Source: an optimization exercise on an open RTL-to-GDS flow (aim: a short achievable clock period and few clock cycles). Production flows keep margins and buffers that such runs may drop. Function was checked by simulation only, so behaviour that the tests miss may differ from the original. Power and IR drop assume default switching activity.

==> inputs of branch cedar <==
Design jnr10_core, start of the top module:
module jnr10_core (
    input  wire        clk,
    input  wire        rst,           
    output wire        mem_req,
    output wire        mem_we,
    output wire [15:0] mem_addr,
    output wire [7:0]  mem_wdata,
    input  wire        mem_ready,
    input  wire [7:0]  mem_rdata,
    output wire        halted,
    output wire        faulted,
    output wire [1:0]  fault_kind,    
    output wire [15:0] fault_info,
    input  wire [3:0]  dbg_sel,       
    output reg  [15:0] dbg_data
);
    localparam OP_NOP   = 5'h00, OP_HALT = 5'h01, OP_MOV  = 5'h02, OP_LOAD = 5'h03,
               OP_STORE = 5'h04, OP_ADD  = 5'h05, OP_SUB  = 5'h06, OP_AND  = 5'h07,
               OP_OR    = 5'h08, OP_XOR  = 5'h09, OP_CMP  = 5'h0A, OP_SHL  = 5'h0B,
               OP_SHR   = 5'h0C, OP_JMP  = 5'h0D, OP_JZ   = 5'h0E, OP_JNZ  = 5'h0F,
               OP_JC    = 5'h10, OP_JNC  = 5'h11, OP_JN   = 5'h12, OP_CALL = 5'h13,
               OP_RET   = 5'h14, OP_PUSH = 5'h15, OP_POP  = 5'h16, OP_IN   = 5'h17,
               OP_OUT   = 5'h18;
    localparam FK_ADDR = 2'd1, FK_INV = 2'd2, FK_STACK = 2'd3;
    localparam F0 = 0,    
               F1 = 1,    
               X0 = 2,    
               X1 = 3,    
               P0 = 4,    
               P1 = 5,    
               R0 = 6,    
               R1 = 7,    
               W0 = 8,    
  ...
Settings: LEC_CHECK=0, ABC_CLOCK_PERIOD_IN_PS=3000, CAP_MARGIN=40, CORE_MARGIN=2, CORE_UTILIZATION=40, PLACE_DENSITY=0.6, SETUP_SLACK_MARGIN=3.3, SLEW_MARGIN=40; clock period 7.0 ns.
run.sh (not shown) runs the stock make flow with config.mk's settings and CLKGATE_MAP_FILE= SYNTH_SCRIPT=/design/flow/synth_recipe.tcl, a recipe that flattens the netlist after the stock synthesis.
==> branch sierra (differences from branch cedar) <==
Settings changed: SETUP_SLACK_MARGIN 3.3 to 2.8.
==> branch amber (differences from branch cedar) <==
--- a/flow/design.v
+++ b/flow/design.v
@@ -70,11 +70,10 @@
     reg [TW-1:0] e_tag [0:CN-1];
     reg [12:0] e_cls  [0:CN-1];               
     reg [CN-1:0] e_val;
     reg [CN-1:0] e_oh;                        
     reg [15:0] fa_t;                          
-    reg [15:0] fa_t2;
     function [CN-1:0] onehot(input [CB-1:0] x);
         integer k;
         begin
             for (k = 0; k < CN; k = k + 1)
                 onehot[k] = (x == k);
@@ -294,19 +293,10 @@
         st_fast[R0] = k_pop | k_m2r;
         st_fast[P0] = k_m3;
         st_fast[EA] = k_m4;
     end
     wire f_fault = ((k_push | k_call) & sp_lo_bad) | (k_pop & sp_hi_bad);
-    wire [CN-1:0] oh_p2 = {e_oh[CN-2:0], e_oh[CN-1]};         
-    wire [CN-1:0] oh_p4 = {e_oh[CN-3:0], e_oh[CN-1:CN-2]};    
-    wire [CN-1:0] oh_fast = ({CN{k_nop | k_alu0}}                 & oh_p2) |
-                            ({CN{k_alu1 | (k_jmp & !f_cond)}}     & oh_p4) |
-                            ({CN{k_push | k_call}}                & onehot(sp_m2[CB:1])) |
-                            ({CN{k_pop}}                          & onehot(sp[CB:1])) |
-                            ({CN{k_m3 | k_m2 | (k_jmp & f_cond)}} & onehot(cw[CB:1])) |
-                            ({CN{k_m4}}                           & e_oh);
-    wire f0_fast = run && !bad && !rst && acc && st[F0] && fast;
     reg        ld_wr;
     reg [15:0] ld_val;
     always @(*) begin
         ld_wr  = 1'b0;
         ld_val = pfull;
@@ -387,22 +377,21 @@
             if ((o == OP_STORE) || (o == OP_OUT)) st[W0] <= 1'b1;
             else                                  st[R0] <= 1'b1;
         end
     endtask
     always @(posedge clk) begin
-        fa_t  = fa;
-        fa_t2 = fa;              
+        fa_t = fa;
         if (rst) begin
             sp     <= 16'h7FFF;
             pc     <= 16'h8000;
             st     <= {{(NS-1){1'b0}}, 1'b1};
             run    <= 1'b1;
             hlt    <= 1'b0;
             flt    <= 1'b0;
             fkind  <= 2'd0;
             finfo  <= 16'h0000;
-            begin fa_t      = 16'h8000; fa_t2 = 16'h8000; end
+            fa_t      = 16'h8000;
             we     <= 1'b0;
             wdata  <= 8'h00;
             wd_hi  <= 8'h00;
             chk_ea <= 1'b0;
             chk_io <= 1'b0;
@@ -454,10 +443,11 @@
                         end else begin
                             wdata <= q_rdv[7:0];
                             wd_hi <= q_rdv[15:8];
                         end
                         if (fast) begin
+                            fa_t    = fa_fast;
                             st     <= st_fast;
                             we     <= k_push | k_call | k_m2w;
                             chk_ea <= k_m3 | (k_m2 & k_mem);
                             chk_io <= k_m2 & !k_mem;
                             ex_v   <= k_alu0 | k_alu1;
@@ -466,11 +456,11 @@
                                 flt <= 1'b1;
                             end
                         end else if (c_hit) begin
                             st[F0] <= 1'b1;      
                         end else begin
-                            begin fa_t     = fa_p1; fa_t2 = fa_p1; end
+                            fa_t     = fa_p1;
                             st[F1] <= 1'b1;
                         end
                     end
                     st[F1]: begin
                         ir_hi <= mem_rdata;
@@ -487,42 +477,42 @@
                             pc  <= fa_p1;
                         end else if (d_push) begin
                             if (sp_lo_bad)
                                 t_fault(FK_STACK, sp);
                             else begin
-                                begin fa_t     = sp_m2; fa_t2 = sp_m2; end
+                                fa_t     = sp_m2;
                                 we    <= 1'b1;
                                 wdata <= rdv[7:0];
                                 wd_hi <= rdv[15:8];
                                 st[W0] <= 1'b1;
                             end
                         end else if (d_pop) begin
                             if (sp_hi_bad)
                                 t_fault(FK_STACK, sp);
                             else begin
-                                begin fa_t     = sp; fa_t2 = sp; end
+                                fa_t     = sp;
                                 st[R0] <= 1'b1;
                             end
                         end else if (d_two) begin
                             if (fa == 16'hFFFE)
                                 t_fault(FK_ADDR, 16'hFFFF);
                             else begin
-                                begin fa_t     = fa_p1; fa_t2 = fa_p1; end
+                                fa_t     = fa_p1;
                                 npc   <= fa_p3;
                                 st[X0] <= 1'b1;
                             end
                         end else begin           
                             ex_v  <= d_alu0;
-                            begin fa_t     = fa_p1; fa_t2 = fa_p1; end
+                            fa_t     = fa_p1;
                             st[F0] <= 1'b1;
                         end
                     end
                     st[X0]: begin
                         wlo   <= mem_rdata;
                         tlo   <= sum_lo[7:0];
                         tc    <= sum_lo[8];
-                        begin fa_t     = fa_p1; fa_t2 = fa_p1; end
+                        fa_t     = fa_p1;
                         st[X1] <= 1'b1;
                     end
                     st[X1]: begin
                         ex_op <= op;
                         ex_rd <= f_rd;
@@ -531,81 +521,76 @@
                         wdata <= rdv[7:0];
                         wd_hi <= rdv[15:8];
                         tgt   <= target;
                         if (is_alu1) begin
                             ex_v  <= 1'b1;
-                            begin fa_t     = fa_p1; fa_t2 = fa_p1; end
+                            fa_t     = fa_p1;
                             st[F0] <= 1'b1;
                         end else if (is_jmp) begin
-                            begin fa_t     = cond ? target : fa_p1; fa_t2 = cond ? target : fa_p1; end
+                            fa_t     = cond ? target : fa_p1;
                             st[F0] <= 1'b1;
                         end else if (is_call) begin
                             if (sp_lo_bad)
                                 t_fault(FK_STACK, sp);
                             else begin
-                                begin fa_t     = sp_m2; fa_t2 = sp_m2; end
+                                fa_t     = sp_m2;
                                 we    <= 1'b1;
                                 wdata <= npc[7:0];
                                 wd_hi <= npc[15:8];
                                 st[W0] <= 1'b1;
                             end
                         end else if (mode == 3'd3) begin
-                            begin fa_t      = wfull; fa_t2 = wfull; end
+                            fa_t      = wfull;
                             chk_ea <= 1'b1;
                             st[P0] <= 1'b1;
                         end else
                             t_data(op, (mode == 3'd4) ? target : wfull);
                     end
                     st[P0]: begin
                         dlo   <= mem_rdata;
-                        begin fa_t     = fa_p1; fa_t2 = fa_p1; end
+                        fa_t     = fa_p1;
                         st[P1] <= 1'b1;
                     end
                     st[P1]:
                         t_data(op, pfull);
                     st[R0]: begin
                         dlo <= mem_rdata;
                         if (is_in) begin
-                            begin fa_t     = npc; fa_t2 = npc; end
+                            fa_t     = npc;
                             st[F0] <= 1'b1;
                         end else begin
-                            begin fa_t     = fa_p1; fa_t2 = fa_p1; end
+                            fa_t     = fa_p1;
                             st[R1] <= 1'b1;
                         end
                     end
                     st[R1]: begin
-                        if (is_ret) begin fa_t  = pfull; fa_t2 = pfull; end
-                        else        begin fa_t  = npc; fa_t2 = npc; end
+                        if (is_ret) fa_t  = pfull;
+                        else        fa_t  = npc;
                         if (is_ret | is_pop) sp <= sp_p2;
                         st[F0] <= 1'b1;
                     end
                     st[W0]: begin
                         if (is_out) begin
                             we    <= 1'b0;
-                            begin fa_t     = npc; fa_t2 = npc; end
+                            fa_t     = npc;
                             st[F0] <= 1'b1;
                         end else begin
-                            begin fa_t     = fa_p1; fa_t2 = fa_p1; end
+                            fa_t     = fa_p1;
                             wdata <= wd_hi;
                             st[W1] <= 1'b1;
                         end
                     end
                     st[W1]: begin
                         we <= 1'b0;
-                        if (is_call)      begin fa_t  = tgt; fa_t2 = tgt; end
-                        else              begin fa_t  = npc; fa_t2 = npc; end
+                        if (is_call)      fa_t  = tgt;
+                        else              fa_t  = npc;
                         if (is_call | is_push) sp <= sp_m2;
                         st[F0] <= 1'b1;
                     end
                     default: ;
                 endcase
             end
         end
-        if (f0_fast) begin
-            fa   <= fa_fast;
-            e_oh <= oh_fast;
-        end else begin
-            fa   <= fa_t;
-            e_oh <= onehot(fa_t2[CB:1]);    
-        end
+        fa   <= fa_t;
+        e_oh <= onehot(fa_t[CB:1]);
     end
 endmodule
Settings changed: SETUP_SLACK_MARGIN 3.3 to 2.8.
==> branch maple (differences from branch cedar) <==
--- a/flow/design.v
+++ b/flow/design.v
@@ -70,11 +70,10 @@
     reg [TW-1:0] e_tag [0:CN-1];
     reg [12:0] e_cls  [0:CN-1];               
     reg [CN-1:0] e_val;
     reg [CN-1:0] e_oh;                        
     reg [15:0] fa_t;                          
-    reg [15:0] fa_t2;
     function [CN-1:0] onehot(input [CB-1:0] x);
         integer k;
         begin
             for (k = 0; k < CN; k = k + 1)
                 onehot[k] = (x == k);
@@ -294,19 +293,10 @@
         st_fast[R0] = k_pop | k_m2r;
         st_fast[P0] = k_m3;
         st_fast[EA] = k_m4;
     end
     wire f_fault = ((k_push | k_call) & sp_lo_bad) | (k_pop & sp_hi_bad);
-    wire [CN-1:0] oh_p2 = {e_oh[CN-2:0], e_oh[CN-1]};         
-    wire [CN-1:0] oh_p4 = {e_oh[CN-3:0], e_oh[CN-1:CN-2]};    
-    wire [CN-1:0] oh_fast = ({CN{k_nop | k_alu0}}                 & oh_p2) |
-                            ({CN{k_alu1 | (k_jmp & !f_cond)}}     & oh_p4) |
-                            ({CN{k_push | k_call}}                & onehot(sp_m2[CB:1])) |
-                            ({CN{k_pop}}                          & onehot(sp[CB:1])) |
-                            ({CN{k_m3 | k_m2 | (k_jmp & f_cond)}} & onehot(cw[CB:1])) |
-                            ({CN{k_m4}}                           & e_oh);
-    wire f0_fast = run && !bad && !rst && acc && st[F0] && fast;
     reg        ld_wr;
     reg [15:0] ld_val;
     always @(*) begin
         ld_wr  = 1'b0;
         ld_val = pfull;
@@ -387,22 +377,21 @@
             if ((o == OP_STORE) || (o == OP_OUT)) st[W0] <= 1'b1;
             else                                  st[R0] <= 1'b1;
         end
     endtask
     always @(posedge clk) begin
-        fa_t  = fa;
-        fa_t2 = fa;              
+        fa_t = fa;
         if (rst) begin
             sp     <= 16'h7FFF;
             pc     <= 16'h8000;
             st     <= {{(NS-1){1'b0}}, 1'b1};
             run    <= 1'b1;
             hlt    <= 1'b0;
             flt    <= 1'b0;
             fkind  <= 2'd0;
             finfo  <= 16'h0000;
-            begin fa_t      = 16'h8000; fa_t2 = 16'h8000; end
+            fa_t      = 16'h8000;
             we     <= 1'b0;
             wdata  <= 8'h00;
             wd_hi  <= 8'h00;
             chk_ea <= 1'b0;
             chk_io <= 1'b0;
@@ -454,10 +443,11 @@
                         end else begin
                             wdata <= q_rdv[7:0];
                             wd_hi <= q_rdv[15:8];
                         end
                         if (fast) begin
+                            fa_t    = fa_fast;
                             st     <= st_fast;
                             we     <= k_push | k_call | k_m2w;
                             chk_ea <= k_m3 | (k_m2 & k_mem);
                             chk_io <= k_m2 & !k_mem;
                             ex_v   <= k_alu0 | k_alu1;
@@ -466,11 +456,11 @@
                                 flt <= 1'b1;
                             end
                         end else if (c_hit) begin
                             st[F0] <= 1'b1;      
                         end else begin
-                            begin fa_t     = fa_p1; fa_t2 = fa_p1; end
+                            fa_t     = fa_p1;
                             st[F1] <= 1'b1;
                         end
                     end
                     st[F1]: begin
                         ir_hi <= mem_rdata;
@@ -487,42 +477,42 @@
                             pc  <= fa_p1;
                         end else if (d_push) begin
                             if (sp_lo_bad)
                                 t_fault(FK_STACK, sp);
                             else begin
-                                begin fa_t     = sp_m2; fa_t2 = sp_m2; end
+                                fa_t     = sp_m2;
                                 we    <= 1'b1;
                                 wdata <= rdv[7:0];
                                 wd_hi <= rdv[15:8];
                                 st[W0] <= 1'b1;
                             end
                         end else if (d_pop) begin
                             if (sp_hi_bad)
                                 t_fault(FK_STACK, sp);
                             else begin
-                                begin fa_t     = sp; fa_t2 = sp; end
+                                fa_t     = sp;
                                 st[R0] <= 1'b1;
                             end
                         end else if (d_two) begin
                             if (fa == 16'hFFFE)
                                 t_fault(FK_ADDR, 16'hFFFF);
                             else begin
-                                begin fa_t     = fa_p1; fa_t2 = fa_p1; end
+                                fa_t     = fa_p1;
                                 npc   <= fa_p3;
                                 st[X0] <= 1'b1;
                             end
                         end else begin           
                             ex_v  <= d_alu0;
-                            begin fa_t     = fa_p1; fa_t2 = fa_p1; end
+                            fa_t     = fa_p1;
                             st[F0] <= 1'b1;
                         end
                     end
                     st[X0]: begin
                         wlo   <= mem_rdata;
                         tlo   <= sum_lo[7:0];
                         tc    <= sum_lo[8];
-                        begin fa_t     = fa_p1; fa_t2 = fa_p1; end
+                        fa_t     = fa_p1;
                         st[X1] <= 1'b1;
                     end
                     st[X1]: begin
                         ex_op <= op;
                         ex_rd <= f_rd;
@@ -531,81 +521,76 @@
                         wdata <= rdv[7:0];
                         wd_hi <= rdv[15:8];
                         tgt   <= target;
                         if (is_alu1) begin
                             ex_v  <= 1'b1;
-                            begin fa_t     = fa_p1; fa_t2 = fa_p1; end
+                            fa_t     = fa_p1;
                             st[F0] <= 1'b1;
                         end else if (is_jmp) begin
-                            begin fa_t     = cond ? target : fa_p1; fa_t2 = cond ? target : fa_p1; end
+                            fa_t     = cond ? target : fa_p1;
                             st[F0] <= 1'b1;
                         end else if (is_call) begin
                             if (sp_lo_bad)
                                 t_fault(FK_STACK, sp);
                             else begin
-                                begin fa_t     = sp_m2; fa_t2 = sp_m2; end
+                                fa_t     = sp_m2;
                                 we    <= 1'b1;
                                 wdata <= npc[7:0];
                                 wd_hi <= npc[15:8];
                                 st[W0] <= 1'b1;
                             end
                         end else if (mode == 3'd3) begin
-                            begin fa_t      = wfull; fa_t2 = wfull; end
+                            fa_t      = wfull;
                             chk_ea <= 1'b1;
                             st[P0] <= 1'b1;
                         end else
                             t_data(op, (mode == 3'd4) ? target : wfull);
                     end
                     st[P0]: begin
                         dlo   <= mem_rdata;
-                        begin fa_t     = fa_p1; fa_t2 = fa_p1; end
+                        fa_t     = fa_p1;
                         st[P1] <= 1'b1;
                     end
                     st[P1]:
                         t_data(op, pfull);
                     st[R0]: begin
                         dlo <= mem_rdata;
                         if (is_in) begin
-                            begin fa_t     = npc; fa_t2 = npc; end
+                            fa_t     = npc;
                             st[F0] <= 1'b1;
                         end else begin
-                            begin fa_t     = fa_p1; fa_t2 = fa_p1; end
+                            fa_t     = fa_p1;
                             st[R1] <= 1'b1;
                         end
                     end
                     st[R1]: begin
-                        if (is_ret) begin fa_t  = pfull; fa_t2 = pfull; end
-                        else        begin fa_t  = npc; fa_t2 = npc; end
+                        if (is_ret) fa_t  = pfull;
+                        else        fa_t  = npc;
                         if (is_ret | is_pop) sp <= sp_p2;
                         st[F0] <= 1'b1;
                     end
                     st[W0]: begin
                         if (is_out) begin
                             we    <= 1'b0;
-                            begin fa_t     = npc; fa_t2 = npc; end
+                            fa_t     = npc;
                             st[F0] <= 1'b1;
                         end else begin
-                            begin fa_t     = fa_p1; fa_t2 = fa_p1; end
+                            fa_t     = fa_p1;
                             wdata <= wd_hi;
                             st[W1] <= 1'b1;
                         end
                     end
                     st[W1]: begin
                         we <= 1'b0;
-                        if (is_call)      begin fa_t  = tgt; fa_t2 = tgt; end
-                        else              begin fa_t  = npc; fa_t2 = npc; end
+                        if (is_call)      fa_t  = tgt;
+                        else              fa_t  = npc;
                         if (is_call | is_push) sp <= sp_m2;
                         st[F0] <= 1'b1;
                     end
                     default: ;
                 endcase
             end
         end
-        if (f0_fast) begin
-            fa   <= fa_fast;
-            e_oh <= oh_fast;
-        end else begin
-            fa   <= fa_t;
-            e_oh <= onehot(fa_t2[CB:1]);    
-        end
+        fa   <= fa_t;
+        e_oh <= onehot(fa_t[CB:1]);
     end
 endmodule
==> summary.txt <==
Worst Path Max Fanout=26; Core Region=approximately 260,000 um2; multi-input logic area=44,500 um2; run status=complete, no violations; DRT Pass-1 Iters=11; Met3 Wirelength=69,600 um; CP max-delay cell=or3b_4; Setup Buffers After CTS=181; fraction of layout cells with a size suffix above 1=20.1%
-- figures above: branch sierra

==> summary.txt <==
run status=complete, no violations; Core Region=260,000 um2; CP max-delay cell=nor4_4; DRT Pass-1 Iters=17; die area=266,000 um2; fraction of layout cells with a size suffix above 1=27.0%; # port buffers=76; Worst Path Max Fanout=5; Pwr Total=42.3 mW; multi-input logic area=46,100 um2
-- figures above: branch cedar

==> summary.txt <==
CP max-delay cell=or4_1; Met3 Wirelength=about 70,000 um; DRT Pass-1 Iters=8; CP endpoint kind=flip-flop; multi-input logic area=43,300 um2; kind of critical path=reg2reg; Core Region=approximately 260,000 um2; fraction of layout cells with a size suffix above 1=approximately 21%; Setup Buffers After CTS=180; Row Count=about 190; run status=complete, no violations; Cells after Synth=8,961
-- figures above: branch amber

==> summary.txt <==
multi-input logic area=44,700 um2; CP max-delay cell=dfxtp_4; Hold WS=0.454 ns; Pins Over Slew Limit=0; run status=complete, no violations; share of total power in combinational logic=approximately two fifths; fraction of layout cells with a size suffix above 1=25.8%; DRT Pass-1 Iters=10; Core Region=about 260,000 um2; synthesized area per cell=11.5 um2; # clock sinks=roughly 2.1k; Setup Buffers After CTS=354; Worst Path Max Fanout=27
-- figures above: branch maple

Testbench counts of branch cedar, summed over its fixed seeds: cycles 185,011.
Testbench counts of branch sierra, summed over its fixed seeds: cycles 185,011.
Testbench counts of branch amber, summed over its fixed seeds: cycles 185,011.
Testbench counts of branch maple, summed over its fixed seeds: cycles 185,011.

## re-timing with driven ports
The results above use ideal ports. As a check the final layouts listed here were re-extracted and re-timed, cells and wires unchanged. Step 1 sets driving cells, clkbuf_16 on the clock port and buf_2 on the other inputs (assumed; they add their load-dependent delay and slew). Step 2 also shifts input and output timing later by t, the mid clock arrival at the registers, as if the neighbouring blocks saw the same clock. a / b / c = no drivers / after step 1 / after step 2; a / b = the first two.
| run | t (ns) | setup slack, ns | slew at the worst register clock pin (ns) |
|---|---|---|---|
| branch cedar | 1.026 | 1.760 / 1.760 / 1.510 | 0.09 / 0.09 |
| branch sierra | 0.983 | 1.973 / 1.973 / 1.298 | 0.07 / 0.07 |
| branch amber | 0.979 | 2.012 / 2.012 / 1.359 | 0.07 / 0.07 |
| branch maple | 0.975 | 2.058 / 2.058 / 1.662 | 0.07 / 0.07 |
After both steps setup and hold are still met in every run listed. For branch sierra, which loses most, drivers alone change the setup slack by 0.000 ns; drivers and shift together by -0.675 ns.
